What follows belongs to an exercise in optimizing a design on an open flow for a short achievable clock period and few clock cycles; a production flow would make more cautious choices.
The RTL was checked by simulation tests, not by an equivalence proof against the original design.

==> build 74 <==
// cs6461_core
module cs6461_core (
    input  wire        clk,
    input  wire        rst,           
    input  wire        start,         
    output reg         mem_en,
    output reg         mem_we,
    output reg  [10:0] mem_addr,
    output reg  [15:0] mem_wdata,
    input  wire [15:0] mem_rdata,
    output wire        in_ready,
    input  wire        in_valid,
    input  wire [15:0] in_data,
    output reg         out_valid,
    output reg  [15:0] out_base,
    output reg  [15:0] out_count,
    output wire        halted,
    output reg  [2:0]  fault_code,
    output wire [11:0] pc,
    output wire [15:0] gpr0,
    output wire [15:0] gpr1,
    output wire [15:0] gpr2,
    output wire [15:0] gpr3,
    output wire [15:0] ixr1,
    output wire [15:0] ixr2,
    output wire [15:0] ixr3,
    output wire [15:0] fr0,
    output wire [15:0] fr1,
    output wire [3:0]  cc,            
    output wire        carry,
    output reg  [15:0] bp_predictions,
    output reg  [15:0] bp_correct
);
clock: 12.0 ns
lec_check: 0
cap_margin: 20
core_margin: 2
core_utilization: 40
setup_slack_margin: 5
slew_margin: 20
run.sh (not shown) runs the stock make flow with config.mk's settings and CLKGATE_MAP_FILE= SYNTH_SCRIPT=/design/flow/synth_recipe.tcl, a recipe that flattens the netlist after the stock synthesis.
==> build 18: changes against build 74 <==
--- a/flow/design.v
+++ b/flow/design.v
@@ -72,10 +72,11 @@
     reg [10:0] ir2_pc;
     reg        smc;             
     reg [2:0]  w_kind;          
     reg [1:0]  w_r;
     reg [10:0] ea_reg;
+    reg [15:0] fop;
     reg signed [24:0] mp0;
     reg signed [23:0] mp1;
     reg [15:0] dq;              
     reg [15:0] drm;             
     reg [15:0] dd;              
@@ -181,11 +182,11 @@
     wire        br_ok     = (bht_cur[1] == br_taken) || (br_target == fall_pc);
     wire [1:0]  bht_next  = br_taken ? ((bht_cur == 2'd3) ? 2'd3 : bht_cur + 2'd1)
                                      : ((bht_cur == 2'd0) ? 2'd0 : bht_cur - 2'd1);
     wire rfs_go   = e_go && op_rfs && (gpr[3][15:11] == 5'd0);
     wire br_go    = (e_mem && op_br) || rfs_go;      
-    wire redirect = (((state == S_MEMOP) || (e_go && !f_i)) && op_br || (e_go && op_rfs)) && br_taken;
+    wire redirect = br_go && br_taken;
     wire [15:0] air_res = reg_r + {11'd0, f_adr};
     wire [15:0] sir_res = reg_r - {11'd0, f_adr};
     wire        sir_unf = reg_r[15] && !sir_res[15];
     wire [15:0] w_old   = gpr[w_r];
     wire [15:0] amr_res = w_old + mem_rdata;
@@ -221,36 +222,28 @@
                 sh_res = ring[15:0];
                 sh_c   = ring[16];
             end
         end
     end
+    wire        fp_neg = op_fsub;
     wire [15:0] fa = reg_fr;
-    wire [15:0] fb = mem_rdata;
+    wire [15:0] fb = fop;
     wire        fsa = fa[15];
-    wire        fsb = fb[15] ^ op_fsub;
+    wire        fsb = fb[15] ^ fp_neg;
     wire [6:0]  fea = fa[14:8];
     wire [6:0]  feb = fb[14:8];
-    wire [7:0]  fdab = {1'b0, fea} - {1'b0, feb};
-    wire [7:0]  fdba = {1'b0, feb} - {1'b0, fea};
-    wire        fa_ge = !fdab[7];
-    wire [6:0]  fdiff = fa_ge ? fdab[6:0] : fdba[6:0];
-    wire [8:0]  fm_sml_in = fa_ge ? {1'b1, fb[7:0]} : {1'b1, fa[7:0]};
-    wire [8:0]  fw_big = fa_ge ? {1'b1, fa[7:0]} : {1'b1, fb[7:0]};
-    wire [8:0]  fw_sml = (fdiff >= 7'd9) ? 9'd0 : (fm_sml_in >> fdiff[3:0]);
-    wire        fw_sbig = fa_ge ? fsa : fsb;
-    wire        fw_ssml = fa_ge ? fsb : fsa;
-    wire [6:0]  fw_e    = fa_ge ? fea : feb;
-    wire        fw_zero = (fa[14:0] == 15'd0) || (fb[14:0] == 15'd0);
-    reg  [8:0]  fp_big, fp_sml;
-    reg         fp_sbig, fp_ssml, fp_zero;
-    reg  [6:0]  fp_e;
-    wire [9:0]  f_add  = {1'b0, fp_big} + {1'b0, fp_sml};
-    wire [9:0]  f_d1   = {1'b0, fp_big} - {1'b0, fp_sml};
-    wire [9:0]  f_d2   = {1'b0, fp_sml} - {1'b0, fp_big};
-    wire        f_same = (fp_sbig == fp_ssml);
-    wire [9:0]  fmag   = f_same ? f_add : (f_d1[9] ? f_d2 : f_d1);
-    wire        fs_res = f_same ? fp_sbig : (f_d1[9] ? fp_ssml : fp_sbig);
+    wire [8:0]  fma = {1'b1, fa[7:0]};
+    wire [8:0]  fmb = {1'b1, fb[7:0]};
+    wire        fa_ge = (fea >= feb);
+    wire [6:0]  fdiff = fa_ge ? (fea - feb) : (feb - fea);
+    wire [8:0]  fma_al = fa_ge ? fma : ((fdiff >= 7'd9) ? 9'd0 : (fma >> fdiff));
+    wire [8:0]  fmb_al = fa_ge ? ((fdiff >= 7'd9) ? 9'd0 : (fmb >> fdiff)) : fmb;
+    wire [6:0]  fe_big = fa_ge ? fea : feb;
+    wire signed [10:0] fsum = (fsa ? -$signed({2'b00, fma_al}) : $signed({2'b00, fma_al})) +
+                              (fsb ? -$signed({2'b00, fmb_al}) : $signed({2'b00, fmb_al}));
+    wire        fs_res = fsum[10];
+    wire [9:0]  fmag   = fs_res ? (-fsum[9:0]) : fsum[9:0];
     reg [3:0] f_lz;
     integer k;
     always @(*) begin
         f_lz = 4'd9;
         for (k = 0; k < 9; k = k + 1)
@@ -259,17 +252,17 @@
     reg [8:0]  fm_n;
     reg [8:0]  fe_n;
     always @(*) begin
         if (fmag[9]) begin
             fm_n = fmag[9:1];
-            fe_n = {2'b00, fp_e} + 9'd1;
+            fe_n = {2'b00, fe_big} + 9'd1;
         end else begin
             fm_n = fmag[8:0] << f_lz;
-            fe_n = {2'b00, fp_e} - {5'd0, f_lz};
+            fe_n = {2'b00, fe_big} - {5'd0, f_lz};
         end
     end
-    wire fp_refuse = fp_zero || (fmag == 10'd0) ||
+    wire fp_refuse = (fa[14:0] == 15'd0) || (fb[14:0] == 15'd0) || (fsum == 11'sd0) ||
                      fe_n[8] || fe_n[7] || ((fe_n[6:0] == 7'd0) && (fm_n[7:0] == 8'd0));
     wire [15:0] fp_res = {fs_res, fe_n[6:0], fm_n[7:0]};
     wire [17:0] dr4  = {drm, dq[15:14]};
     wire [17:0] dsub1 = dr4 - {2'b00, dd};
     wire [17:0] dsub2 = dr4 - {1'b0, dd, 1'b0};
@@ -408,16 +401,11 @@
             ir2_pc         <= 11'd0;
             smc            <= 1'b0;
             w_kind         <= 3'd0;
             w_r            <= 2'd0;
             ea_reg         <= 11'd0;
-            fp_big         <= 9'd0;
-            fp_sml         <= 9'd0;
-            fp_sbig        <= 1'b0;
-            fp_ssml        <= 1'b0;
-            fp_zero        <= 1'b0;
-            fp_e           <= 7'd0;
+            fop            <= 16'd0;
             mp0            <= 25'sd0;
             mp1            <= 24'sd0;
             dq             <= 16'd0;
             drm            <= 16'd0;
             dd             <= 16'd0;
@@ -667,17 +655,12 @@
                     state  <= S_MEMOP;
                 end
             end
             S_MEMOP: state <= S_RUN;
             S_FPW: begin
-                fp_big  <= fw_big;
-                fp_sml  <= fw_sml;
-                fp_sbig <= fw_sbig;
-                fp_ssml <= fw_ssml;
-                fp_e    <= fw_e;
-                fp_zero <= fw_zero;
-                state   <= S_FPC;
+                fop   <= mem_rdata;
+                state <= S_FPC;
             end
             S_FPC: begin
                 if (fp_refuse) begin
                     fault_code <= F_REFUSED;
                     pc_r       <= fall_pc;
Settings changed: SETUP_SLACK_MARGIN 5 to unset.
==> comparison table <==
|  | build 18 | build 74 |
|---|---|---|
| Met1 WL | 129 mm | 154 mm |
| Die Span Y | 434 um | 437 um |
| Cell with the most instances on the worst path | sky130_fd_sc_hd__inv_1 | sky130_fd_sc_hd__buf_12 |
| Multi-input gate share of total cell area | 57.1% | 56.4% |
| Largest stage delay on the critical path | 0.52 ns | 0.66 ns |
| Half-perimeter wire length after detailed placement | 242 mm | 304 mm |
| Reg2reg path depth | 45 | 32 |
| FFs & Latches | 885 | 897 |
| Status | complete, no violations | complete, no violations |
| Post-Synth Adder-Cell Area | 12.3% | 12.4% |
| Post-route cell area | 84100 um^2 | 88900 um^2 |
| FF+latch count, synth | 885 | 897 |
| Worst R2R End | fr[1][4]$_DFFE_PP_ | mp1[22]$_SDFFE_PP0P_ |
Testbench counts of build 74, summed over its fixed seeds: cycles 284,717.
Testbench counts of build 18, summed over its fixed seeds: cycles 284,717.

[afterwards: timing with drivers on the ports]
In the flow no input, the clock included, has a driving cell. The finished layouts below were timed again as built, in two steps. Step 1: set_driving_cell puts a clkbuf_16 on clk and a buf_2 on each other input, an assumption about the parent block. Step 2 moves the port delays by t, midway between the first and last clock arrival at a register: inputs arrive t later, outputs are due t later. That takes back most of the time a late clock gives input paths. Slacks: ideal ports / drivers / drivers and shift; pairs: ideal ports / drivers.
| run | t, ns | setup slack, ns | worst setup path at the end |
|---|---|---|---|
| build 74 | 0.887 | 4.552 / 4.461 / 4.348 | input to register |
| build 18 | 0.853 | 0.699 / 0.699 / 0.699 | register to register |
After both steps every run listed still meets setup and hold. For build 74, which loses most, drivers alone change the setup slack by -0.091 ns; drivers and shift together by -0.204 ns.
